Context: an optimization exercise on an open-source flow, tuned for small area, a short achievable clock period and few clock cycles per item. The choices shown serve that exercise and are no tape-out recipe.
In this exercise RTL edits were held to simulation tests only and were not proved equivalent to the original.
No activity file was given, so power comes from the tool's default toggle rates.

## flow/design.v (module list and top-level ports; edited modules follow where they fit)
// module cq_quant: 489 lines
// module cq_min4: 22 lines
// module cq_lt: 239 lines
// module cq_sq: 1483 lines
// module cq_ws: 1093 lines
module cq_quant #(
    parameter MAX_W = 16
) (
    input  wire        clk,
    input  wire        rst,
    input  wire        pal_we,
    input  wire [7:0]  pal_waddr,
    input  wire [23:0] pal_wdata,
    input  wire        start,
    input  wire        cfg_dither,
    input  wire [8:0]  cfg_pal_size,
    input  wire [3:0]  cfg_wr,
    input  wire [3:0]  cfg_wg,
    input  wire [3:0]  cfg_wb,
    input  wire [4:0]  cfg_width,
    input  wire [15:0] cfg_height,
    output wire        busy,
    input  wire        pix_valid,
    input  wire [23:0] pix_data,
    output wire        pix_ready,
    output wire        out_valid,
    input  wire        out_ready,
    output wire [7:0]  out_index,
    output wire [21:0] out_dist
);
  // ...
==> flow/run.sh <==
#!/bin/bash
# synth_recipe.tcl (not shown) runs the flow's synth.tcl, then flattens the netlist and writes it again
# the make line also repeats each setting of config.mk as NAME=value (left out here)
make -C /OpenROAD-flow-scripts/flow DESIGN_CONFIG=/design/flow/config.mk WORK_HOME=/design/flow/orfs CLKGATE_MAP_FILE= SYNTH_SCRIPT=/design/flow/synth_recipe.tcl finish
==> flow/config.mk <==
export PLATFORM = sky130hd
export DESIGN_NAME = cq_quant
export DESIGN_NICKNAME = cq_quant
export VERILOG_FILES = /design/flow/design.v
export SDC_FILE = /design/flow/constraint.sdc
export NUM_CORES = 8
export LEC_CHECK = 0
export CAP_MARGIN = 30
export CELL_PAD_IN_SITES_DETAIL_PLACEMENT = 1
export CORE_MARGIN = 2
export CORE_UTILIZATION = 40
export CTS_CLUSTER_DIAMETER = 100
export CTS_CLUSTER_SIZE = 20
export PLACE_DENSITY = 0.5
export SLEW_MARGIN = 40
export SYNTH_MEMORY_MAX_BITS = 8192
==> flow/constraint.sdc <==
create_clock -name core_clock -period 20.0 [get_ports {clk}]
set_input_delay 4.0000 -clock core_clock [delete_from_list [all_inputs] [get_ports {clk}]]
set_output_delay 4.0000 -clock core_clock [all_outputs]
set_load 0.01 [all_outputs]
==> impl_metrics.env, run 1 <==
export IMPL_status="finished with violations"
export IMPL_violations="antenna violations"
export IMPL_seq_cell_count=12400
export IMPL_synth_cell_area_um2=813000
export IMPL_rsz0062_at_grt="no"
export IMPL_grtUsageMet3=0.149
export IMPL_via_per_inst=6.26
export IMPL_end_kind="flop"
export IMPL_n_all_buffers=2712
export IMPL_seq_share=0.369
export IMPL_yosys_mux_area_fraction=0.0435
export IMPL_crit_arrival_ns=10.00
export IMPL_die_h_um=1430
export IMPL_nClkBuffers=1217
export IMPL_synth_compound_area_frac=0.109
export IMPL_drc=0
export IMPL_layout_nets=84800
export IMPL_yosysTopAreaCell="edfxtp_1"
export IMPL_fin_crit_sh=0.423
export IMPL_die_w_um=1430
export IMPL_pwr_share_clk=0.240
export IMPL_r2r_slack_ns=11.54
export IMPL_synth_seq_cells=12400
export IMPL_pwr_density_cell_nw_per_um2=85.3
export IMPL_grt_max_degree=130
export IMPL_clockBufferDepth=6
export IMPL_drtAntennaViolNets=4
Testbench counts, summed over its fixed seeds: cycles 12,520, items 2,144.
==> module cq_quant, before the edit <==
module cq_quant #(
    parameter MAX_W = 16
) (
    input  wire        clk,
    input  wire        rst,
    input  wire        pal_we,
    input  wire [7:0]  pal_waddr,
    input  wire [23:0] pal_wdata,
    input  wire        start,
    input  wire        cfg_dither,
    input  wire [8:0]  cfg_pal_size,
    input  wire [3:0]  cfg_wr,
    input  wire [3:0]  cfg_wg,
    input  wire [3:0]  cfg_wb,
    input  wire [4:0]  cfg_width,
    input  wire [15:0] cfg_height,
    output wire        busy,
    input  wire        pix_valid,
    input  wire [23:0] pix_data,
    output wire        pix_ready,
    output wire        out_valid,
    input  wire        out_ready,
    output wire [7:0]  out_index,
    output wire [21:0] out_dist
);
    genvar gb, gs;
    integer k;
    reg [23:0] pal [0:255];
    reg        run;
    reg        wq_v;
    reg [7:0]  wq_a;
    reg [23:0] wq_d;
    always @(posedge clk) begin
        wq_v <= pal_we && !run;
        wq_a <= pal_waddr;
        wq_d <= pal_wdata;
        if (wq_v)
            pal[wq_a] <= wq_d;
    end
    reg        dither;
    reg [7:0]  nm1;                  
    reg [11:0] wts;                  
    reg [4:0]  wm1;                  
    reg [15:0] hm1;                  
    wire [2:0] last_slot = nm1[7:5];
    reg [23:0] pbuf [0:15];
    reg [15:0] pbv;
    reg [4:0]  tx;
    reg [15:0] ty;
    reg        tdone;
    reg        pr;
    reg [1:0]          ract;         
    reg [4:0]          rx    [0:1];  
    reg [4:0]          rdone [0:1];  
    reg [1:0]          rfly;         
    reg [1:0]          rz;           
    reg [23:0]         vr    [0:1];  
    reg [26:0]         ep    [0:1];  
    reg [38:0]         rp0   [0:1];  
    reg [38:0]         rp1   [0:1];  
    reg                old;          
    reg [15:0]         yo;           
    reg [23:0]         pbq   [0:1];  
    reg [44:0]         bq    [0:1];  
    reg [1:0]          pvq;          
    reg [1:0]          rvq;          
    reg [1:0]          sv;           
    reg [1:0]          xin;          
    reg [1:0]          lastc;        
    reg [5:0]          rx2   [0:1];  
    reg [38:0] eb [0:15];
    reg [29:0] rb [0:15];
    reg [15:0] rbv;                  
    reg [15:0] rsv;                  
    reg [4:0]  ox;
    reg [15:0] oy;
    reg        ov, olast;
    reg [7:0]  oi;
    reg [21:0] od;
    reg        a_act;
    reg [2:0]  slot;
    reg        sl_q;                 
    reg [7:0]  rsq [0:31];           
    reg [7:0]  rsq2 [0:31];          
    reg [23:0] m_gp [0:7];           
    reg [23:0] run_p;                
    reg [11:0] wq  [0:31];           
    reg [23:0] vsg [0:3];            
    reg [83:0] vxg [0:3];            
    reg        a_r;
    reg [4:0]  a_x;
    reg        b_v, b_first, b_last, b_r;
    reg [2:0]  b_slot;
    reg [4:0]  b_x;
    reg [47:0] b_sq [0:31];
    reg        c_v, c_first, c_last, c_r;
    reg [2:0]  c_slot;
    reg [4:0]  c_x;
    reg [21:0] c_d [0:31];
    reg        d_v, d_first, d_last, d_r;
    reg [2:0]  d_slot;
    reg [4:0]  d_x;
    reg [21:0] d_d [0:7];
    reg [1:0]  d_i [0:7];
    reg        m_v, m_first, m_last, m_r;
    reg [2:0]  m_slot;
    reg [4:0]  m_x;
    reg [21:0] m_d [0:1];
    reg [3:0]  m_i [0:1];
    reg [21:0] run_d;
    reg [7:0]  run_i;
    reg        f_v, f_r, f_end;
    reg [4:0]  f_x;
    reg [26:0] f_e;
    reg [38:0] fp0, fp1;             
    wire [31:0] bused;
    wire [31:0] blast;               
    generate
        for (gb = 0; gb < 32; gb = gb + 1) begin : g_bu
            assign blast[gb] = (gb <= nm1[4:0]);
            assign bused[gb] = (nm1[7:5] != 3'd0) || blast[gb];
        end
    endgenerate
    wire       rr = 1'b0;            
    wire [23:0] rd [0:31];
    wire [23:0] rd2 [0:31];
    generate
        for (gb = 0; gb < 32; gb = gb + 1) begin : g_rd
            wire [23:0] t [0:8];
            wire [23:0] u [0:8];
            assign t[0] = 24'd0;
            assign u[0] = 24'd0;
            for (gs = 0; gs < 8; gs = gs + 1) begin : g_s
                assign t[gs + 1] = t[gs] | ({24{rsq[gb][gs]}} & pal[gs * 32 + gb]);
                assign u[gs + 1] = u[gs] | ({24{rsq2[gb][gs]}} & pal[gs * 32 + gb]);
            end
            assign rd[gb]  = t[8];
            assign rd2[gb] = u[8];
        end
    endgenerate
    wire [47:0] sq [0:31];
    generate
        for (gb = 0; gb < 32; gb = gb + 1) begin : g_sq
            cq_sq u_sq (.v(vsg[gb / 8]), .vx(vxg[gb / 8]), .p(rd[gb]), .sq(sq[gb]));
        end
    endgenerate
    wire [21:0] dw [0:31];
    generate
        for (gb = 0; gb < 32; gb = gb + 1) begin : g_ws
            wire [21:0] t;
            cq_ws u_ws (.sq(b_sq[gb]), .w(wq[gb]), .d(t));
            wire ok = (b_slot != last_slot) || (gb <= nm1[4:0]);
            assign dw[gb] = t | {22{~ok}};
        end
    endgenerate
    wire [21:0] cw_d [0:7];
    wire [1:0]  cw_i [0:7];
    generate
        for (gb = 0; gb < 8; gb = gb + 1) begin : g_c
            cq_min4 u_m (.d0(c_d[4*gb]), .d1(c_d[4*gb+1]), .d2(c_d[4*gb+2]), .d3(c_d[4*gb+3]),
                         .d(cw_d[gb]), .i(cw_i[gb]));
        end
    endgenerate
    wire [21:0] dw_d [0:1];
    wire [3:0]  dw_i [0:1];
    generate
        for (gb = 0; gb < 2; gb = gb + 1) begin : g_d
            wire [1:0] j;
            cq_min4 u_m (.d0(d_d[4*gb]), .d1(d_d[4*gb+1]), .d2(d_d[4*gb+2]), .d3(d_d[4*gb+3]),
                         .d(dw_d[gb]), .i(j));
            assign dw_i[gb] = {j, d_i[4*gb + j]};
        end
    endgenerate
    wire lt_ba, lt_ar, lt_br;
    cq_lt u_ba (.a(m_d[1]), .b(m_d[0]), .lt(lt_ba));
    cq_lt u_ar (.a(m_d[0]), .b(run_d),  .lt(lt_ar));
    cq_lt u_br (.a(m_d[1]), .b(run_d),  .lt(lt_br));
    wire win_r = !m_first && !lt_ar && !lt_br;
    wire win_b = (m_first || lt_br) && lt_ba;
    wire [21:0] mg_d = win_r ? run_d : win_b ? m_d[1] : m_d[0];
    wire [7:0]  mg_i = win_r ? run_i : win_b ? {m_slot, 1'b1, m_i[1]} : {m_slot, 1'b0, m_i[0]};
    wire        push = m_v && m_last;
    wire [23:0] gp [0:7];
    generate
        for (gb = 0; gb < 8; gb = gb + 1) begin : g_gp
            assign gp[gb] = rd2[4*gb] | rd2[4*gb+1] | rd2[4*gb+2] | rd2[4*gb+3];
        end
    endgenerate
    wire [23:0] cpa = m_gp[{1'b0, m_i[0][3:2]}];
    wire [23:0] cpb = m_gp[{1'b1, m_i[1][3:2]}];
    wire [23:0] cp = win_r ? run_p : win_b ? cpb : cpa;
    wire [23:0] ev = vr[m_r];
    wire [8:0]  e_rn = {1'b0, ev[7:0]}   - {1'b0, cp[7:0]};
    wire [8:0]  e_gn = {1'b0, ev[15:8]}  - {1'b0, cp[15:8]};
    wire [8:0]  e_bn = {1'b0, ev[23:16]} - {1'b0, cp[23:16]};
    wire signed [8:0]  fe_r = f_e[8:0];
    wire signed [8:0]  fe_g = f_e[17:9];
    wire signed [8:0]  fe_b = f_e[26:18];
    wire signed [12:0] n0_r = $signed(fp0[12:0])  + 13'sd3 * fe_r;    
    wire signed [12:0] n0_g = $signed(fp0[25:13]) + 13'sd3 * fe_g;
    wire signed [12:0] n0_b = $signed(fp0[38:26]) + 13'sd3 * fe_b;
    wire signed [12:0] n1_r = $signed(fp1[12:0])  + 13'sd5 * fe_r;    
    wire signed [12:0] n1_g = $signed(fp1[25:13]) + 13'sd5 * fe_g;
    wire signed [12:0] n1_b = $signed(fp1[38:26]) + 13'sd5 * fe_b;
    wire signed [12:0] fx_r = fe_r;
    wire signed [12:0] fx_g = fe_g;
    wire signed [12:0] fx_b = fe_b;
    wire [38:0] n0 = {n0_b, n0_g, n0_r};
    wire [38:0] n1 = {n1_b, n1_g, n1_r};
    wire        w0 = f_v && (f_x != 5'd0);       
    wire        w1 = f_v && f_end;               
    wire [4:0]  w0a = f_x - 5'd1;
    function [7:0] clampq;
        input [14:0] s;
        begin
            if (s[14])
                clampq = 8'd0;
            else if (s[13:12] != 2'b00)
                clampq = 8'd255;
            else
                clampq = s[11:4];
        end
    endfunction
    wire        a_free = !a_act || (sl_q && !rr);
    wire [1:0]  rdy;
    wire [23:0] vn [0:1];
    generate
        for (gb = 0; gb < 2; gb = gb + 1) begin : g_row
            wire [4:0]  x    = rx[gb];
            wire        byp  = f_v && (f_r == gb);
            wire [26:0] pe   = ep[gb];
            wire [44:0] b    = bq[gb];
            wire [14:0] s_r = b[14:0]  + {{3{pe[8]}},  pe[8:0],   3'b000} - {{6{pe[8]}},  pe[8:0]};
            wire [14:0] s_g = b[29:15] + {{3{pe[17]}}, pe[17:9],  3'b000} - {{6{pe[17]}}, pe[17:9]};
            wire [14:0] s_b = b[44:30] + {{3{pe[26]}}, pe[26:18], 3'b000} - {{6{pe[26]}}, pe[26:18]};
            assign vn[gb] = dither ? {clampq(s_b), clampq(s_g), clampq(s_r)} : pbq[gb];
            wire isold = (old == gb);
            wire dep  = isold || (dither && ({1'b0, rdone[old]} >= rx2[gb]));
            wire fly  = !dither || !rfly[gb] || byp;
            assign rdy[gb] = run && ract[gb] && sv[gb] && xin[gb] && pvq[gb] && !rvq[gb] &&
                             dep && fly && a_free;
        end
    endgenerate
    wire       iss_o = rdy[old];
    wire       issue = rdy[0] || rdy[1];
    wire       ir    = iss_o ? old : !old;
    wire [4:0] ix    = rx[ir];
    wire [23:0] v_is = vn[ir];
    wire [83:0] vx_is;
    generate
        genvar gc, gi, gj;
        for (gc = 0; gc < 3; gc = gc + 1) begin : g_vxc
            for (gi = 0; gi < 8; gi = gi + 1) begin : g_vxi
                for (gj = gi + 1; gj < 8; gj = gj + 1) begin : g_vxj
                    assign vx_is[28 * gc + gi * 7 - gi * (gi - 1) / 2 + gj - gi - 1] =
                        v_is[8 * gc + gi] ^ v_is[8 * gc + gj];
                end
            end
        end
    endgenerate
    wire retire = dither ? (f_v && f_end && f_r == old)
                         : (rdy[old] && lastc[old]);
    wire [15:0] ynew = yo + 16'd2;
    wire        rnew = (ynew <= hm1) && (yo < 16'hfffe);
    wire        take = pix_valid && pr;
    wire        t_end = (tx == wm1);
    wire [4:0]  tx_n  = take ? (t_end ? 5'd0 : tx + 5'd1) : tx;
    wire        tdone_n = tdone || (take && t_end && ty == hm1);
    wire [15:0] pbv_n = (pbv | (take ? (16'd1 << tx[3:0]) : 16'd0)) &
                        ~(issue ? (16'd1 << ix[3:0]) : 16'd0);
    wire        ld = run && rbv[ox[3:0]] && (!ov || out_ready);
    wire        o_end = (ox == wm1);
    wire [15:0] rsv_n = (rsv | (issue ? (16'd1 << ix[3:0]) : 16'd0)) &
                        ~(ld ? (16'd1 << ox[3:0]) : 16'd0);
    wire [15:0] pbv_i = pbv & ~(issue ? (16'd1 << ix[3:0]) : 16'd0);
    wire [15:0] rsv_i = rsv |  (issue ? (16'd1 << ix[3:0]) : 16'd0);
    generate
        for (gb = 0; gb < 2; gb = gb + 1) begin : g_stage
            wire        isr = issue && (ir == gb);
            wire [3:0]  a0 = rx[gb][3:0];
            wire [3:0]  a1 = a0 + 4'd1;
            wire [38:0] e  = (w0 && w0a[3:0] == a0) ? n0 :
                             (w1 && wm1[3:0] == a0) ? n1 : eb[a0];
            wire [38:0] em = rz[gb] ? 39'd0 : e;
            wire [23:0] p  = pbuf[a0];
            wire [14:0] q_r = {3'b000, p[7:0],   4'b1000} + {{2{em[12]}}, em[12:0]};
            wire [14:0] q_g = {3'b000, p[15:8],  4'b1000} + {{2{em[25]}}, em[25:13]};
            wire [14:0] q_b = {3'b000, p[23:16], 4'b1000} + {{2{em[38]}}, em[38:26]};
            always @(posedge clk) begin
                pbq[gb] <= isr ? pbuf[a1] : p;
                bq[gb]  <= {q_b, q_g, q_r};
                pvq[gb] <= isr ? pbv_i[a1] : pbv_i[a0];
                rvq[gb] <= isr ? rsv_i[a1] : rsv_i[a0];
            end
        end
    endgenerate
    wire       f_v_n  = push && dither;
    wire       a_go   = a_act && !rr;
    wire [2:0] slot_n = a_go ? (sl_q ? 3'd0 : slot + 3'd1) :
                        (!a_act && issue) ? 3'd0 : slot;
    wire       act_n  = a_go ? (sl_q ? issue : 1'b1) : (a_act || issue);
    wire       scan_n = act_n;
    wire       lst_n  = (slot_n == last_slot);
    wire [7:0] soh_n  = 8'd1 << slot_n;
    wire [7:0] coh    = 8'd1 << c_slot;
    wire [7:0] rsel_n [0:31];
    wire [7:0] rsel2_n [0:31];
    generate
        for (gb = 0; gb < 32; gb = gb + 1) begin : g_rs
            assign rsel_n[gb]  = soh_n & {8{scan_n && (!lst_n || blast[gb])}};
            assign rsel2_n[gb] = coh & {8{dither && c_v && (cw_i[gb / 4] == gb % 4)}};
        end
    endgenerate
    assign busy      = run;
    assign pix_ready = pr;
    assign out_valid = ov;
    assign out_index = oi;
    assign out_dist  = od;
    always @(posedge clk) begin
        for (k = 0; k < 32; k = k + 1) begin
            rsq[k]  <= rsel_n[k];
            rsq2[k] <= rsel2_n[k];
            wq[k]   <= bused[k] ? wts : 12'd0;
            b_sq[k] <= sq[k];
            c_d[k]  <= dw[k];
        end
        for (k = 0; k < 8; k = k + 1) begin
            d_d[k] <= cw_d[k];
            d_i[k] <= cw_i[k];
        end
        for (k = 0; k < 8; k = k + 1)
            m_gp[k] <= gp[k];
        m_d[0] <= dw_d[0]; m_i[0] <= dw_i[0];
        m_d[1] <= dw_d[1]; m_i[1] <= dw_i[1];
        b_first <= (slot == 3'd0); b_last <= (slot == last_slot); b_slot <= slot;
        b_r <= a_r; b_x <= a_x;
        c_first <= b_first; c_last <= b_last; c_slot <= b_slot; c_r <= b_r; c_x <= b_x;
        d_first <= c_first; d_last <= c_last; d_slot <= c_slot; d_r <= c_r; d_x <= c_x;
        m_first <= d_first; m_last <= d_last; m_slot <= d_slot; m_r <= d_r; m_x <= d_x;
        if (m_v) begin
            run_d <= mg_d;
            run_i <= mg_i;
        end
        if (push)
            rb[m_x[3:0]] <= {mg_i, mg_d};
        if (m_v)
            run_p <= cp;
        f_r <= m_r; f_x <= m_x; f_end <= (m_x == wm1);
        f_e <= {e_bn, e_gn, e_rn};
        fp0 <= rp0[m_r];
        fp1 <= rp1[m_r];
        if (f_v_n)
            ep[m_r] <= (m_x == wm1) ? 27'd0 : {e_bn, e_gn, e_rn};
        if (take)
            pbuf[tx[3:0]] <= pix_data;
        for (k = 0; k < 4; k = k + 1)
            if (issue && bused[8 * k]) begin
                vsg[k] <= v_is;
                vxg[k] <= vx_is;
            end
        if (issue) begin
            a_r <= ir;
            a_x <= ix;
            vr[ir] <= v_is;
        end
        if (ld) begin
            oi    <= rb[ox[3:0]][29:22];
            od    <= rb[ox[3:0]][21:0];
            olast <= o_end && (oy == hm1);
        end
        if (w0)
            eb[w0a[3:0]] <= n0;
        if (w1)
            eb[wm1[3:0]] <= n1;
        if (f_v) begin
            rp0[f_r] <= n1;
            rp1[f_r] <= f_end ? 39'd0 : {fx_b, fx_g, fx_r};
        end
        if (rst) begin
            run   <= 1'b0;
            pr    <= 1'b0;
            pbv   <= 16'd0;
            rbv   <= 16'd0;
            rsv   <= 16'd0;
            ov    <= 1'b0;
            a_act <= 1'b0;
            b_v   <= 1'b0;
            c_v   <= 1'b0;
            d_v   <= 1'b0;
            m_v   <= 1'b0;
            f_v   <= 1'b0;
            ract  <= 2'b00;
            rfly  <= 2'b00;
            sv    <= 2'b00;
        end else begin
            sv <= 2'b11;
            b_v <= a_act && !rr;
            c_v <= b_v;
            d_v <= c_v;
            m_v <= d_v;
            f_v <= f_v_n;
            slot  <= slot_n;
            sl_q  <= lst_n;
            a_act <= act_n;
            tx    <= tx_n;
            if (take && t_end)
                ty <= ty + 16'd1;
            tdone <= tdone_n;
            pbv   <= pbv_n;
            pr    <= run && !tdone_n && !pbv_n[tx_n[3:0]];
            if (f_v) begin
                rfly[f_r]  <= 1'b0;
                rdone[f_r] <= rdone[f_r] + 5'd1;
            end
            if (issue) begin
                rx[ir]  <= ix + 5'd1;
                rx2[ir] <= rx2[ir] + 6'd1;
                xin[ir] <= (ix < wm1);
                lastc[ir] <= (ix + 5'd1 == wm1);
                if (dither)
                    rfly[ir] <= 1'b1;
            end
            if (retire) begin
                sv[old] <= 1'b0;
                old <= !old;
                yo  <= yo + 16'd1;
                ract[old]  <= rnew;
                rx[old]    <= 5'd0;
                rx2[old]   <= 6'd2;
                xin[old]   <= 1'b1;
                lastc[old] <= (wm1 == 5'd0);
                rdone[old] <= 5'd0;
                rfly[old]  <= 1'b0;
                rz[old]    <= 1'b0;
            end
            rsv <= rsv_n;
            if (push)
                rbv[m_x[3:0]] <= 1'b1;
            if (ld) begin
                rbv[ox[3:0]] <= 1'b0;
                ox <= o_end ? 5'd0 : ox + 5'd1;
                if (o_end)
                    oy <= oy + 16'd1;
                ov <= 1'b1;
            end else if (out_ready) begin
                ov <= 1'b0;
            end
            if (ov && out_ready && olast)
                run <= 1'b0;
            if (!run && start) begin
                run    <= 1'b1;
                dither <= cfg_dither;
                nm1    <= cfg_pal_size[7:0] - 8'd1;
                wts    <= {cfg_wb, cfg_wg, cfg_wr};
                wm1    <= cfg_width - 5'd1;
                hm1    <= cfg_height - 16'd1;
                tx     <= 5'd0;
                ty     <= 16'd0;
                tdone  <= 1'b0;
                pbv    <= 16'd0;
                pr     <= 1'b1;
                rbv    <= 16'd0;
                rsv    <= 16'd0;
                ox     <= 5'd0;
                oy     <= 16'd0;
                old    <= 1'b0;
                yo     <= 16'd0;
                ract   <= {cfg_height != 16'd1, 1'b1};
                rfly   <= 2'b00;
                rz     <= 2'b01;
                rx[0] <= 5'd0; rx[1] <= 5'd0;
                rx2[0] <= 6'd2; rx2[1] <= 6'd2;
                xin    <= 2'b11;
                lastc  <= {2{cfg_width == 5'd1}};
                rdone[0] <= 5'd0; rdone[1] <= 5'd0;
                sv     <= 2'b00;
            end
        end
        if (!rst && ((!run && start) || retire)) begin
            if (!run && start) begin
                ep[0] <= 27'd0; ep[1] <= 27'd0;
                rp1[0] <= 39'd0; rp1[1] <= 39'd0;
            end else begin
                ep[old]  <= 27'd0;
                rp1[old] <= 39'd0;
            end
        end
    end
endmodule
==> run 2: changes to the inputs <==
--- a/flow/design.v
+++ b/flow/design.v
@@ -81,17 +81,16 @@
     reg [2:0]  slot;
     reg        sl_q;                 
     reg [7:0]  rsq [0:31];           
     reg [7:0]  rsq2 [0:31];          
     reg [23:0] m_gp [0:7];           
     reg [23:0] run_p;                
     reg [11:0] wq  [0:31];           
     reg [23:0] vsg [0:3];            
-    reg [83:0] vxg [0:3];            
     reg        a_r;
     reg [4:0]  a_x;
     reg        b_v, b_first, b_last, b_r;
     reg [2:0]  b_slot;
     reg [4:0]  b_x;
     reg [47:0] b_sq [0:31];
     reg        c_v, c_first, c_last, c_r;
     reg [2:0]  c_slot;
@@ -133,16 +132,30 @@
             for (gs = 0; gs < 8; gs = gs + 1) begin : g_s
                 assign t[gs + 1] = t[gs] | ({24{rsq[gb][gs]}} & pal[gs * 32 + gb]);
                 assign u[gs + 1] = u[gs] | ({24{rsq2[gb][gs]}} & pal[gs * 32 + gb]);
             end
             assign rd[gb]  = t[8];
             assign rd2[gb] = u[8];
         end
     endgenerate
+    wire [83:0] vxg [0:3];
+    generate
+        genvar gg, gc, gi, gj;
+        for (gg = 0; gg < 4; gg = gg + 1) begin : g_vxg
+            for (gc = 0; gc < 3; gc = gc + 1) begin : g_vxc
+                for (gi = 0; gi < 8; gi = gi + 1) begin : g_vxi
+                    for (gj = gi + 1; gj < 8; gj = gj + 1) begin : g_vxj
+                        assign vxg[gg][28 * gc + gi * 7 - gi * (gi - 1) / 2 + gj - gi - 1] =
+                            vsg[gg][8 * gc + gi] ^ vsg[gg][8 * gc + gj];
+                    end
+                end
+            end
+        end
+    endgenerate
     wire [47:0] sq [0:31];
     generate
         for (gb = 0; gb < 32; gb = gb + 1) begin : g_sq
             cq_sq u_sq (.v(vsg[gb / 8]), .vx(vxg[gb / 8]), .p(rd[gb]), .sq(sq[gb]));
         end
     endgenerate
     wire [21:0] dw [0:31];
     generate
@@ -167,37 +180,50 @@
         for (gb = 0; gb < 2; gb = gb + 1) begin : g_d
             wire [1:0] j;
             cq_min4 u_m (.d0(d_d[4*gb]), .d1(d_d[4*gb+1]), .d2(d_d[4*gb+2]), .d3(d_d[4*gb+3]),
                          .d(dw_d[gb]), .i(j));
             assign dw_i[gb] = {j, d_i[4*gb + j]};
         end
     endgenerate
     wire lt_ba, lt_ar, lt_br;
-    cq_lt u_ba (.a(m_d[1]), .b(m_d[0]), .lt(lt_ba));
-    cq_lt u_ar (.a(m_d[0]), .b(run_d),  .lt(lt_ar));
-    cq_lt u_br (.a(m_d[1]), .b(run_d),  .lt(lt_br));
+    cq_ltf u_ba (.a(m_d[1]), .b(m_d[0]), .lt(lt_ba));
+    cq_ltf u_ar (.a(m_d[0]), .b(run_d),  .lt(lt_ar));
+    cq_ltf u_br (.a(m_d[1]), .b(run_d),  .lt(lt_br));
     wire win_r = !m_first && !lt_ar && !lt_br;
     wire win_b = (m_first || lt_br) && lt_ba;
     wire [21:0] mg_d = win_r ? run_d : win_b ? m_d[1] : m_d[0];
     wire [7:0]  mg_i = win_r ? run_i : win_b ? {m_slot, 1'b1, m_i[1]} : {m_slot, 1'b0, m_i[0]};
     wire        push = m_v && m_last;
     wire [23:0] gp [0:7];
     generate
         for (gb = 0; gb < 8; gb = gb + 1) begin : g_gp
             assign gp[gb] = rd2[4*gb] | rd2[4*gb+1] | rd2[4*gb+2] | rd2[4*gb+3];
         end
     endgenerate
     wire [23:0] cpa = m_gp[{1'b0, m_i[0][3:2]}];
     wire [23:0] cpb = m_gp[{1'b1, m_i[1][3:2]}];
     wire [23:0] cp = win_r ? run_p : win_b ? cpb : cpa;
     wire [23:0] ev = vr[m_r];
-    wire [8:0]  e_rn = {1'b0, ev[7:0]}   - {1'b0, cp[7:0]};
-    wire [8:0]  e_gn = {1'b0, ev[15:8]}  - {1'b0, cp[15:8]};
-    wire [8:0]  e_bn = {1'b0, ev[23:16]} - {1'b0, cp[23:16]};
+    function [26:0] verr;            
+        input [23:0] v;
+        input [23:0] p;
+        begin
+            verr = {{1'b0, v[23:16]} - {1'b0, p[23:16]},
+                    {1'b0, v[15:8]}  - {1'b0, p[15:8]},
+                    {1'b0, v[7:0]}   - {1'b0, p[7:0]}};
+        end
+    endfunction
+    wire [26:0] e_a = verr(ev, cpa);
+    wire [26:0] e_b = verr(ev, cpb);
+    wire [26:0] e_q = verr(ev, run_p);
+    wire [26:0] e_m = win_r ? e_q : win_b ? e_b : e_a;
+    wire [8:0]  e_rn = e_m[8:0];
+    wire [8:0]  e_gn = e_m[17:9];
+    wire [8:0]  e_bn = e_m[26:18];
     wire signed [8:0]  fe_r = f_e[8:0];
     wire signed [8:0]  fe_g = f_e[17:9];
     wire signed [8:0]  fe_b = f_e[26:18];
     wire signed [12:0] n0_r = $signed(fp0[12:0])  + 13'sd3 * fe_r;    
     wire signed [12:0] n0_g = $signed(fp0[25:13]) + 13'sd3 * fe_g;
     wire signed [12:0] n0_b = $signed(fp0[38:26]) + 13'sd3 * fe_b;
     wire signed [12:0] n1_r = $signed(fp1[12:0])  + 13'sd5 * fe_r;    
     wire signed [12:0] n1_g = $signed(fp1[25:13]) + 13'sd5 * fe_g;
@@ -241,28 +267,16 @@
                              dep && fly && a_free;
         end
     endgenerate
     wire       iss_o = rdy[old];
     wire       issue = rdy[0] || rdy[1];
     wire       ir    = iss_o ? old : !old;
     wire [4:0] ix    = rx[ir];
     wire [23:0] v_is = vn[ir];
-    wire [83:0] vx_is;
-    generate
-        genvar gc, gi, gj;
-        for (gc = 0; gc < 3; gc = gc + 1) begin : g_vxc
-            for (gi = 0; gi < 8; gi = gi + 1) begin : g_vxi
-                for (gj = gi + 1; gj < 8; gj = gj + 1) begin : g_vxj
-                    assign vx_is[28 * gc + gi * 7 - gi * (gi - 1) / 2 + gj - gi - 1] =
-                        v_is[8 * gc + gi] ^ v_is[8 * gc + gj];
-                end
-            end
-        end
-    endgenerate
     wire retire = dither ? (f_v && f_end && f_r == old)
                          : (rdy[old] && lastc[old]);
     wire [15:0] ynew = yo + 16'd2;
     wire        rnew = (ynew <= hm1) && (yo < 16'hfffe);
     wire        take = pix_valid && pr;
     wire        t_end = (tx == wm1);
     wire [4:0]  tx_n  = take ? (t_end ? 5'd0 : tx + 5'd1) : tx;
     wire        tdone_n = tdone || (take && t_end && ty == hm1);
@@ -349,20 +363,18 @@
         f_e <= {e_bn, e_gn, e_rn};
         fp0 <= rp0[m_r];
         fp1 <= rp1[m_r];
         if (f_v_n)
             ep[m_r] <= (m_x == wm1) ? 27'd0 : {e_bn, e_gn, e_rn};
         if (take)
             pbuf[tx[3:0]] <= pix_data;
         for (k = 0; k < 4; k = k + 1)
-            if (issue && bused[8 * k]) begin
+            if (issue && bused[8 * k])
                 vsg[k] <= v_is;
-                vxg[k] <= vx_is;
-            end
         if (issue) begin
             a_r <= ir;
             a_x <= ix;
             vr[ir] <= v_is;
         end
         if (ld) begin
             oi    <= rb[ox[3:0]][29:22];
             od    <= rb[ox[3:0]][21:0];
@@ -504,16 +516,26 @@
     cq_lt u32 (.a(d3), .b(d2), .lt(c32));
     wire w0 = !c10 && !c20 && !c30;
     wire w1 = c10 && !c21 && !c31;
     wire w2 = c20 && c21 && !c32;
     wire w3 = c30 && c31 && c32;
     assign d = ({22{w0}} & d0) | ({22{w1}} & d1) | ({22{w2}} & d2) | ({22{w3}} & d3);
     assign i = {w2 | w3, w1 | w3};
 endmodule
+module cq_ltf (
+    input  wire [21:0] a,
+    input  wire [21:0] b,
+    output wire lt
+);
+    wire hlt = a[21:11] < b[21:11];
+    wire heq = a[21:11] == b[21:11];
+    wire llt = a[10:0] < b[10:0];
+    assign lt = hlt || (heq && llt);
+endmodule
 module cq_lt (
     input  wire [21:0] a,
     input  wire [21:0] b,
     output wire lt
 );
     wire z1;
     wire z2;
     wire z3;
@@ -2871,456 +2893,13 @@
     assign t_313 = t_235 ^ t_274 ^ t_275;
     assign t_314 = (t_235 & t_274) | (t_235 & t_275) | (t_274 & t_275);
     assign t_315 = t_239 ^ t_276 ^ t_277;
     assign t_316 = (t_239 & t_276) | (t_239 & t_277) | (t_276 & t_277);
     assign t_317 = t_243 ^ t_278 ^ t_279;
     assign t_318 = (t_243 & t_278) | (t_243 & t_279) | (t_278 & t_279);
     assign t_319 = t_242 ^ t_244 ^ t_280;
     assign t_320 = (t_242 & t_244) | (t_242 & t_280) | (t_244 & t_280);
-    wire da_1;
-    wire da_2;
-    wire da_3;
-    wire da_4;
-    wire da_5;
-    wire da_6;
-    wire da_7;
-    wire da_8;
-    wire da_9;
-    wire da_10;
-    wire da_11;
-    wire da_12;
-    wire da_13;
-    wire da_14;
-    wire da_15;
-    wire da_16;
-    wire da_17;
-    wire da_18;
-    wire da_19;
-    wire da_20;
-    wire da_21;
-    wire da_22;
-    wire da_23;
-    wire da_24;
-    wire da_25;
-    wire da_26;
-    wire da_27;
-    wire da_28;
-    wire da_29;
-    wire da_30;
-    wire da_31;
-    wire da_32;
-    wire da_33;
-    wire da_34;
-    wire da_35;
-    wire da_36;
-    wire da_37;
-    wire da_38;
-    wire da_39;
-    wire da_40;
-    wire da_41;
-    wire da_42;
-    wire da_43;
-    wire da_44;
-    wire da_45;
-    wire da_46;
-    wire da_47;
-    wire da_48;
-    wire da_49;
-    wire da_50;
-    wire da_51;
-    wire da_52;
-    wire da_53;
-    wire da_54;
-    wire da_55;
-    wire da_56;
-    wire da_57;
-    wire da_58;
-    wire da_59;
-    wire da_60;
-    wire da_61;
-    wire da_62;
-    wire da_63;
-    wire da_64;
-    wire da_65;
-    wire da_66;
-    wire da_67;
-    wire da_68;
-    wire da_69;
-    wire da_70;
-    wire da_71;
-    wire da_72;
-    wire da_73;
-    wire da_74;
-    wire da_75;
-    wire da_76;
-    wire da_77;
-    wire da_78;
-    wire da_79;
-    wire da_80;
-    wire da_81;
-    wire da_82;
-    wire da_83;
-    wire da_84;
-    wire da_85;
-    wire da_86;
-    wire da_87;
-    wire da_88;
-    wire da_89;
-    wire da_90;
-    wire da_91;
-    wire da_92;
-    wire da_93;
-    wire da_94;
-    wire da_95;
-    wire da_96;
-    wire da_97;
-    wire da_98;
-    wire da_99;
-    wire da_100;
-    wire da_101;
-    wire da_102;
-    wire da_103;
-    wire da_104;
-    wire da_105;
-    wire da_106;
-    wire da_107;
-    wire da_108;
-    wire da_109;
-    wire da_110;
-    wire da_111;
-    wire da_112;
-    wire da_113;
-    wire da_114;
-    wire da_115;
-    wire da_116;
-    wire da_117;
-    wire da_118;
-    wire da_119;
-    wire da_120;
-    wire da_121;
-    wire da_122;
-    wire da_123;
-    wire da_124;
-    wire da_125;
-    wire da_126;
-    wire da_127;
-    wire da_128;
-    wire da_129;
-    wire da_130;
-    wire da_131;
-    wire da_132;
-    wire da_133;
-    wire da_134;
-    wire da_135;
-    wire da_136;
-    wire da_137;
-    wire da_138;
-    wire da_139;
-    wire da_140;
-    wire da_141;
-    wire da_142;
-    wire da_143;
-    wire da_144;
-    wire da_145;
-    wire da_146;
-    wire da_147;
-    wire da_148;
-    wire da_149;
-    wire da_150;
-    wire da_151;
-    wire da_152;
-    wire da_153;
-    wire da_154;
-    wire da_155;
-    wire da_156;
-    wire da_157;
-    wire da_158;
-    wire da_159;
-    wire da_160;
-    wire da_161;
-    wire da_162;
-    wire da_163;
-    wire da_164;
-    wire da_165;
-    wire da_166;
-    wire da_167;
-    wire da_168;
-    wire da_169;
-    wire da_170;
-    wire da_171;
-    wire da_172;
-    wire da_173;
-    wire da_174;
-    wire da_175;
-    wire da_176;
-    wire da_177;
-    wire da_178;
-    wire da_179;
-    wire da_180;
-    wire da_181;
-    wire da_182;
-    wire da_183;
-    wire da_184;
-    wire da_185;
-    wire da_186;
-    wire da_187;
-    wire da_188;
-    wire da_189;
-    wire da_190;
-    wire da_191;
-    wire da_192;
-    wire da_193;
-    wire da_194;
-    wire da_195;
-    wire da_196;
-    wire da_197;
-    wire da_198;
-    wire da_199;
-    wire da_200;
-    wire da_201;
-    wire da_202;
-    wire da_203;
-    wire da_204;
-    wire da_205;
-    wire da_206;
-    wire da_207;
-    wire da_208;
-    wire da_209;
-    wire da_210;
-    wire da_211;
-    wire da_212;
-    wire da_213;
-    wire da_214;
-    wire da_215;
-    wire da_216;
-    wire da_217;
-    wire da_218;
-    wire da_219;
-    wire da_220;
-    wire da_221;
-    wire da_222;
-    wire da_223;
-    assign da_1 = (sq[32] & w[8]) & t_281;
-    assign da_2 = (sq[32] & w[8]) ^ t_281;
-    assign da_3 = t_282 & t_283;
-    assign da_4 = t_282 ^ t_283;
-    assign da_5 = t_284 & t_285;
-    assign da_6 = t_284 ^ t_285;
-    assign da_7 = t_286 & t_287;
-    assign da_8 = t_286 ^ t_287;
-    assign da_9 = t_288 & t_289;
-    assign da_10 = t_288 ^ t_289;
-    assign da_11 = t_290 & t_291;
-    assign da_12 = t_290 ^ t_291;
-    assign da_13 = t_292 & t_293;
-    assign da_14 = t_292 ^ t_293;
-    assign da_15 = t_294 & t_295;
-    assign da_16 = t_294 ^ t_295;
-    assign da_17 = t_296 & t_297;
-    assign da_18 = t_296 ^ t_297;
-    assign da_19 = t_298 & t_299;
-    assign da_20 = t_298 ^ t_299;
-    assign da_21 = t_300 & t_301;
-    assign da_22 = t_300 ^ t_301;
-    assign da_23 = t_302 & t_303;
-    assign da_24 = t_302 ^ t_303;
-    assign da_25 = t_304 & t_305;
-    assign da_26 = t_304 ^ t_305;
-    assign da_27 = t_306 & t_307;
-    assign da_28 = t_306 ^ t_307;
-    assign da_29 = t_308 & t_309;
-    assign da_30 = t_308 ^ t_309;
-    assign da_31 = t_310 & t_311;
-    assign da_32 = t_310 ^ t_311;
-    assign da_33 = t_312 & t_313;
-    assign da_34 = t_312 ^ t_313;
-    assign da_35 = t_314 & t_315;
-    assign da_36 = t_314 ^ t_315;
-    assign da_37 = t_316 & t_317;
-    assign da_38 = t_316 ^ t_317;
-    assign da_39 = t_318 & t_319;
-    assign da_40 = t_318 ^ t_319;
-    assign da_41 = t_320 & 1'b0;
-    assign da_42 = t_320 ^ 1'b0;
-    assign da_43 = 1'b0 & 1'b0;
-    assign da_44 = 1'b0 ^ 1'b0;
-    assign da_45 = da_3 | (da_4 & da_1);
-    assign da_46 = da_4 & da_2;
-    assign da_47 = da_5 | (da_6 & da_3);
-    assign da_48 = da_6 & da_4;
-    assign da_49 = da_7 | (da_8 & da_5);
-    assign da_50 = da_8 & da_6;
-    assign da_51 = da_9 | (da_10 & da_7);
-    assign da_52 = da_10 & da_8;
-    assign da_53 = da_11 | (da_12 & da_9);
-    assign da_54 = da_12 & da_10;
-    assign da_55 = da_13 | (da_14 & da_11);
-    assign da_56 = da_14 & da_12;
-    assign da_57 = da_15 | (da_16 & da_13);
-    assign da_58 = da_16 & da_14;
-    assign da_59 = da_17 | (da_18 & da_15);
-    assign da_60 = da_18 & da_16;
-    assign da_61 = da_19 | (da_20 & da_17);
-    assign da_62 = da_20 & da_18;
-    assign da_63 = da_21 | (da_22 & da_19);
-    assign da_64 = da_22 & da_20;
-    assign da_65 = da_23 | (da_24 & da_21);
-    assign da_66 = da_24 & da_22;
-    assign da_67 = da_25 | (da_26 & da_23);
-    assign da_68 = da_26 & da_24;
-    assign da_69 = da_27 | (da_28 & da_25);
-    assign da_70 = da_28 & da_26;
-    assign da_71 = da_29 | (da_30 & da_27);
-    assign da_72 = da_30 & da_28;
-    assign da_73 = da_31 | (da_32 & da_29);
-    assign da_74 = da_32 & da_30;
-    assign da_75 = da_33 | (da_34 & da_31);
-    assign da_76 = da_34 & da_32;
-    assign da_77 = da_35 | (da_36 & da_33);
-    assign da_78 = da_36 & da_34;
-    assign da_79 = da_37 | (da_38 & da_35);
-    assign da_80 = da_38 & da_36;
-    assign da_81 = da_39 | (da_40 & da_37);
-    assign da_82 = da_40 & da_38;
-    assign da_83 = da_41 | (da_42 & da_39);
-    assign da_84 = da_42 & da_40;
-    assign da_85 = da_43 | (da_44 & da_41);
-    assign da_86 = da_44 & da_42;
-    assign da_87 = da_47 | (da_48 & da_1);
-    assign da_88 = da_48 & da_2;
-    assign da_89 = da_49 | (da_50 & da_45);
-    assign da_90 = da_50 & da_46;
-    assign da_91 = da_51 | (da_52 & da_47);
-    assign da_92 = da_52 & da_48;
-    assign da_93 = da_53 | (da_54 & da_49);
-    assign da_94 = da_54 & da_50;
-    assign da_95 = da_55 | (da_56 & da_51);
-    assign da_96 = da_56 & da_52;
-    assign da_97 = da_57 | (da_58 & da_53);
-    assign da_98 = da_58 & da_54;
-    assign da_99 = da_59 | (da_60 & da_55);
-    assign da_100 = da_60 & da_56;
-    assign da_101 = da_61 | (da_62 & da_57);
-    assign da_102 = da_62 & da_58;
-    assign da_103 = da_63 | (da_64 & da_59);
-    assign da_104 = da_64 & da_60;
-    assign da_105 = da_65 | (da_66 & da_61);
-    assign da_106 = da_66 & da_62;
-    assign da_107 = da_67 | (da_68 & da_63);
-    assign da_108 = da_68 & da_64;
-    assign da_109 = da_69 | (da_70 & da_65);
-    assign da_110 = da_70 & da_66;
-    assign da_111 = da_71 | (da_72 & da_67);
-    assign da_112 = da_72 & da_68;
-    assign da_113 = da_73 | (da_74 & da_69);
-    assign da_114 = da_74 & da_70;
-    assign da_115 = da_75 | (da_76 & da_71);
-    assign da_116 = da_76 & da_72;
-    assign da_117 = da_77 | (da_78 & da_73);
-    assign da_118 = da_78 & da_74;
-    assign da_119 = da_79 | (da_80 & da_75);
-    assign da_120 = da_80 & da_76;
-    assign da_121 = da_81 | (da_82 & da_77);
-    assign da_122 = da_82 & da_78;
-    assign da_123 = da_83 | (da_84 & da_79);
-    assign da_124 = da_84 & da_80;
-    assign da_125 = da_85 | (da_86 & da_81);
-    assign da_126 = da_86 & da_82;
-    assign da_127 = da_91 | (da_92 & da_1);
-    assign da_128 = da_92 & da_2;
-    assign da_129 = da_93 | (da_94 & da_45);
-    assign da_130 = da_94 & da_46;
-    assign da_131 = da_95 | (da_96 & da_87);
-    assign da_132 = da_96 & da_88;
-    assign da_133 = da_97 | (da_98 & da_89);
-    assign da_134 = da_98 & da_90;
-    assign da_135 = da_99 | (da_100 & da_91);
-    assign da_136 = da_100 & da_92;
-    assign da_137 = da_101 | (da_102 & da_93);
-    assign da_138 = da_102 & da_94;
-    assign da_139 = da_103 | (da_104 & da_95);
-    assign da_140 = da_104 & da_96;
-    assign da_141 = da_105 | (da_106 & da_97);
-    assign da_142 = da_106 & da_98;
-    assign da_143 = da_107 | (da_108 & da_99);
-    assign da_144 = da_108 & da_100;
-    assign da_145 = da_109 | (da_110 & da_101);
-    assign da_146 = da_110 & da_102;
-    assign da_147 = da_111 | (da_112 & da_103);
-    assign da_148 = da_112 & da_104;
-    assign da_149 = da_113 | (da_114 & da_105);
-    assign da_150 = da_114 & da_106;
-    assign da_151 = da_115 | (da_116 & da_107);
-    assign da_152 = da_116 & da_108;
-    assign da_153 = da_117 | (da_118 & da_109);
-    assign da_154 = da_118 & da_110;
-    assign da_155 = da_119 | (da_120 & da_111);
-    assign da_156 = da_120 & da_112;
-    assign da_157 = da_121 | (da_122 & da_113);
-    assign da_158 = da_122 & da_114;
-    assign da_159 = da_123 | (da_124 & da_115);
-    assign da_160 = da_124 & da_116;
-    assign da_161 = da_125 | (da_126 & da_117);
-    assign da_162 = da_126 & da_118;
-    assign da_163 = da_135 | (da_136 & da_1);
-    assign da_164 = da_136 & da_2;
-    assign da_165 = da_137 | (da_138 & da_45);
-    assign da_166 = da_138 & da_46;
-    assign da_167 = da_139 | (da_140 & da_87);
-    assign da_168 = da_140 & da_88;
-    assign da_169 = da_141 | (da_142 & da_89);
-    assign da_170 = da_142 & da_90;
-    assign da_171 = da_143 | (da_144 & da_127);
-    assign da_172 = da_144 & da_128;
-    assign da_173 = da_145 | (da_146 & da_129);
-    assign da_174 = da_146 & da_130;
-    assign da_175 = da_147 | (da_148 & da_131);
-    assign da_176 = da_148 & da_132;
-    assign da_177 = da_149 | (da_150 & da_133);
-    assign da_178 = da_150 & da_134;
-    assign da_179 = da_151 | (da_152 & da_135);
-    assign da_180 = da_152 & da_136;
-    assign da_181 = da_153 | (da_154 & da_137);
-    assign da_182 = da_154 & da_138;
-    assign da_183 = da_155 | (da_156 & da_139);
-    assign da_184 = da_156 & da_140;
-    assign da_185 = da_157 | (da_158 & da_141);
-    assign da_186 = da_158 & da_142;
-    assign da_187 = da_159 | (da_160 & da_143);
-    assign da_188 = da_160 & da_144;
-    assign da_189 = da_161 | (da_162 & da_145);
-    assign da_190 = da_162 & da_146;
-    assign da_191 = da_179 | (da_180 & da_1);
-    assign da_192 = da_180 & da_2;
-    assign da_193 = da_181 | (da_182 & da_45);
-    assign da_194 = da_182 & da_46;
-    assign da_195 = da_183 | (da_184 & da_87);
-    assign da_196 = da_184 & da_88;
-    assign da_197 = da_185 | (da_186 & da_89);
-    assign da_198 = da_186 & da_90;
-    assign da_199 = da_187 | (da_188 & da_127);
-    assign da_200 = da_188 & da_128;
-    assign da_201 = da_189 | (da_190 & da_129);
-    assign da_202 = da_190 & da_130;
-    assign da_203 = da_4 ^ da_1;
-    assign da_204 = da_6 ^ da_45;
-    assign da_205 = da_8 ^ da_87;
-    assign da_206 = da_10 ^ da_89;
-    assign da_207 = da_12 ^ da_127;
-    assign da_208 = da_14 ^ da_129;
-    assign da_209 = da_16 ^ da_131;
-    assign da_210 = da_18 ^ da_133;
-    assign da_211 = da_20 ^ da_163;
-    assign da_212 = da_22 ^ da_165;
-    assign da_213 = da_24 ^ da_167;
-    assign da_214 = da_26 ^ da_169;
-    assign da_215 = da_28 ^ da_171;
-    assign da_216 = da_30 ^ da_173;
-    assign da_217 = da_32 ^ da_175;
-    assign da_218 = da_34 ^ da_177;
-    assign da_219 = da_36 ^ da_191;
-    assign da_220 = da_38 ^ da_193;
-    assign da_221 = da_40 ^ da_195;
-    assign da_222 = da_42 ^ da_197;
-    assign da_223 = da_44 ^ da_199;
-    assign d = {da_223, da_222, da_221, da_220, da_219, da_218, da_217, da_216, da_215, da_214, da_213, da_212, da_211, da_210, da_209, da_208, da_207, da_206, da_205, da_204, da_203, da_2};
+    wire [11:0] da_lo = {1'b0, {t_300, t_298, t_296, t_294, t_292, t_290, t_288, t_286, t_284, t_282, (sq[32] & w[8])}} + {1'b0, {t_301, t_299, t_297, t_295, t_293, t_291, t_289, t_287, t_285, t_283, t_281}};
+    wire [10:0] da_h0 = {1'b0, t_320, t_318, t_316, t_314, t_312, t_310, t_308, t_306, t_304, t_302} + {1'b0, 1'b0, t_319, t_317, t_315, t_313, t_311, t_309, t_307, t_305, t_303};
+    wire [10:0] da_h1 = {1'b0, t_320, t_318, t_316, t_314, t_312, t_310, t_308, t_306, t_304, t_302} + {1'b0, 1'b0, t_319, t_317, t_315, t_313, t_311, t_309, t_307, t_305, t_303} + 1'b1;
+    assign d = {da_lo[11] ? da_h1 : da_h0, da_lo[10:0]};
 endmodule
==> flow/config.mk (replaced) <==
export PLATFORM = sky130hd
export DESIGN_NAME = cq_quant
export DESIGN_NICKNAME = cq_quant
export VERILOG_FILES = /design/flow/design.v
export SDC_FILE = /design/flow/constraint.sdc
export NUM_CORES = 8
export LEC_CHECK = 0
export CAP_MARGIN = 30
export CELL_PAD_IN_SITES_DETAIL_PLACEMENT = 1
export CORE_MARGIN = 2
export CORE_UTILIZATION = 30
export CTS_CLUSTER_DIAMETER = 100
export CTS_CLUSTER_SIZE = 20
export PLACE_DENSITY = 0.45
export SLEW_MARGIN = 40
export SYNTH_MEMORY_MAX_BITS = 8192
==> impl_metrics.env, run 2 <==
export IMPL_status="finished clean"
export IMPL_cp_start_kind="flop"
export IMPL_ys_top_cells_by_count="9972 x inv_1, 8994 x nand2_1, 8057 x edfxtp_1, 6729 x fa_1, 5496 x a22oi_1"
export IMPL_synth_cell_types=112
export IMPL_syn_instance_count=76300
export IMPL_ys_top_cells_by_area="edfxtp_1 30%, fa_1 16%, dfxtp_1 9.8%"
export IMPL_crit_slowest_cell="dfxtp_1"
export IMPL_hold_violations=0
export IMPL_start_util=0.301
export IMPL_clockBufferDepth=6
export IMPL_combPwrFrac=0.395
export IMPL_crit_type="reg -> reg"
export IMPL_cts_hold_buf=0
export IMPL_synth_most_common_cell="inv_1"
export IMPL_pwr_share_seq=0.379
export IMPL_place_inst=112000
export IMPL_r2r_slack_ns=12.56
export IMPL_required_ns=21.38
export IMPL_p_leak_nw=365
export IMPL_finalWeightedCongestion=0.942
export IMPL_p_sw_mw=33.7
export IMPL_pwr_share_clk=0.226
export IMPL_finalWirelength_um=4010000
export IMPL_worst_path_buf_inv=3
export IMPL_clock_latency_ns=1.67
export IMPL_cap_violations=0
export IMPL_cts_buffers=793
export IMPL_swShare=0.421
export IMPL_grt_pass1_vias=652000
export IMPL_critPathLaunch="rsq[11][4]"
export IMPL_cts_root_buf="clkbuf_16"
export IMPL_yosysWarnings=27
export IMPL_row_count=606
export IMPL_overflow=0
export IMPL_rr_startpoint="rsq[11][4]"
export IMPL_min_from="d_first"
export IMPL_tightest_slew_ns=1.15
export IMPL_wl_per_cell_um=34.4
export IMPL_hpwl_um=2840000
export IMPL_synth_seq_cells=12100
export IMPL_syn_nets=86700
export IMPL_max_stage_delay_ns=0.93
export IMPL_drtAntennaViolNets=0
export IMPL_cp_max_fo=15
export IMPL_cts_max_level=6
export IMPL_fp_dieArea_um2=2740000
export IMPL_synth_area_per_cell_um2=10.7
export IMPL_die_h_um=1660
export IMPL_fin_crit_sh=0.372
export IMPL_final_cells=116000
export IMPL_hold_end="m_first"
export IMPL_ctsResizeCount=0
export IMPL_hold_path_class="reg -> reg"
export IMPL_area_growth_pct=12.0
export IMPL_worstHoldPathCells=0
export IMPL_dr_pass1_iters=10
export IMPL_numPortBuffers=136
export IMPL_yosysTopAreaCell="edfxtp_1"
export IMPL_r2r_end="b_sq[11][15]"
export IMPL_fin_crit_ns=7.44
export IMPL_coreArea_um2=2720000
export IMPL_ys_seq_area_frac=0.393
export IMPL_drc=0
export IMPL_cts_tree="yes"
export IMPL_relSlewSlack=0.232
export IMPL_via_count=648000
export IMPL_final_common_cell="inv_1"
export IMPL_rsz0062_at_grt="no"
export IMPL_crit_arrival_ns=8.82
export IMPL_setup_viol=0
export IMPL_synth_cell_area_um2=818000
export IMPL_vdd_ir_drop_worst_uv=187
export IMPL_drt_iter0_drc=83400
export IMPL_critical_path_top_delay_family="adder cells"
export IMPL_post_cts_buffers=0
export IMPL_fin_skew_ns=0.198
export IMPL_pin_count=138
export IMPL_drive_gt1_frac=0.0829
export IMPL_top_regs="pal: 6144 flops, b_sq: 1440 flops, c_d: 704 flops"
export IMPL_final_cell_mix="9966 x inv_1, 8948 x nand2_1, 8057 x edfxtp_1"
export IMPL_slew_viol_final=0
export IMPL_end_kind="flop"
export IMPL_fmax_mhz=134
export IMPL_layout_nets=87400
export IMPL_synth_edff_count=8057
export IMPL_die_w_um=1660
export IMPL_grt_max_degree=97
export IMPL_synth_ff_type="edfxtp_1"
export IMPL_clock_sinks=12100
export IMPL_crit_chain="buf_4 > a22oi_1 > nand4_1 > xor2_1 > nand2_1 > nand2_1 > o21ai_0 > fa_1 > fa_1 > inv_1 > fa_1 > inv_1 > ha_1 > a21oi_1 > o21ai_0 > o41ai_1 > o21ai_0 > xnor2_2"
export IMPL_largest_reg_flops=6144
export IMPL_antenna_found_initial=654
export IMPL_async_reset_ff_frac=0
export IMPL_intPower_mw=46.2
export IMPL_via_per_inst=5.57
export IMPL_synth_top_area_frac=0.296
export IMPL_pwr_density_cell_nw_per_um2=87.2
export IMPL_grt_use_total=0.282
export IMPL_setup_tns_final_ns=0
export IMPL_reg2reg_depth=18
export IMPL_path_clk_slew_ns=0.09
export IMPL_largest_register="pal"
export IMPL_grt_pass1_wl_um=5420000
==> run 2: cell types whose count changed after synthesis, moves of 154 or more <==
cell      previous run  this run
nor3_1             649       390
mux2i_1            230       777
a21boi_0             7       236
a21o_1             334       488
and3_1             337       175
mux2_2             775       308
edfxtp_1          8393      8057
inv_1             9599      9972
nor2_1            2630      3436
a21oi_1           2593      1616
nand2_1           7315      8994
==> run 2: per-layer routing <==
metal | vias up | GRT usage | share of wire
met5 | - | 0.000865 | 0.00057
met4 | 220 | 0.172 | 0.071
met3 | 8891 | 0.0788 | 0.11
met2 | 36300 | 0.424 | 0.43
met1 | 337000 | 0.361 | 0.39
li1 | 266000 | - | -
==> run 2: worst max path at each step <==
stage	end	slack, ns	cells past startpoint
detailed placement	pr	12.63	11
global route	ep[1][8]	12.52	28
floorplan	ty[0]	13.02	3
CTS	busy	12.56	2
global placement	pr	12.66	11
finish	b_sq[11][15]	12.56	18
==> run 2: logic make-up (layout without fill, tap and decap cells) <==
kind of cell | after synthesis | after routing | share of synthesized area
compound gates | 13200 | 13200 | 0.112
xor+xnor | 4598 | 4598 | 0.0493
fa+ha+maj | 10600 | 10600 | 0.223
buf+inv | 12700 | 14000 | 0.0585
flops | 12100 | 12100 | 0.393
mux | 2157 | 2157 | 0.0432
other cells | 0 | 2662 | 0
simple gates | 20900 | 20900 | 0.121
==> run 2: worst reg2reg max path, cell delays in order (launching register included) <==
cell and delay (ns):
dfxtp_1 0.93, buf_4 0.60, a22oi_1 0.18, nand4_1 0.56
xor2_1 0.70, nand2_1 0.23, nand2_1 0.09, o21ai_0 0.10
fa_1 0.43, fa_1 0.51, inv_1 0.05, fa_1 0.47
inv_1 0.04, ha_1 0.31, a21oi_1 0.30, o21ai_0 0.23
o41ai_1 0.60, o21ai_0 0.29, xnor2_2 0.61
==> run 2: metrics by stage <==
stage / setup WS, ns / cell area [µm²] / hold WS [ns] / util / total power, mW
2_1_floorplan: 13.02 / 818000 / 0.310 / - / 47.0
3_3_place_gp: 12.66 / 878000 / 0.310 / 0.323 / 60.9
3_5_place_dp: 12.63 / 883000 / 0.313 / 0.325 / 61.5
5_1_grt: 12.52 / 915000 / 0.305 / 0.336 / 83.4
4_1_cts: 12.56 / 908000 / 0.294 / 0.334 / 79.4
6_report: 12.56 / 916000 / 0.306 / 0.337 / 79.9
==> run 2: power groups by stage <==
stage,clock network [mW],logic [mW],registers (mW)
after floorplan,0,17.4,29.6
after global placement,0,30.1,30.8
after detailed placement,0,30.7,30.8
after CTS,18.3,30.9,30.2
after global routing,19.0,34.1,30.3
final,18.1,31.5,30.3
==> run 2: area by class of cell <==
cell class / instances / area, µm²
diodes: 2662 / 6660
clock buffers: 1144 / 21500
clock inverters: 228 / 3440
fillers: 302000 / 1800000
inverters: 9979 / 37500
multi-input cells: 51500 / 458000
flip-flops and latches: 12100 / 322000
well taps: 36200 / 45300
repair buffers: 2633 / 21800
Testbench counts of run 2, summed over its fixed seeds: cycles 12,520, items 2,144.

==> what the ideal ports hide <==
The results above use ideal ports. As a check the final layouts listed here were re-extracted and re-timed, cells and wires unchanged. Step 1, drivers: a clkbuf_16 drives clk and a buf_2 each remaining input, both assumed. Step 2 moves the port delays by t, midway between the first and last clock arrival at a register: inputs arrive t later, outputs are due t later. That takes back most of the time a late clock gives input paths. Three values: ideal, step 1, step 2; two values: the first two.
run	t (ns)	setup WS [ns]	hold WS [ns]	latest minus earliest clock arrival (ns)	worst data-port slew with drivers (ns)
run 1	1.793	11.542 / 11.542 / 11.542	0.321 / 0.321 / 0.321	0.217 / 0.216	0.33
run 2	1.817	12.560 / 12.475 / 12.289	0.306 / 0.306 / 0.306	0.204 / 0.205	0.75
The setup slack of run 2, which loses most, moves by -0.085 ns with the drivers and by -0.271 ns with both steps.
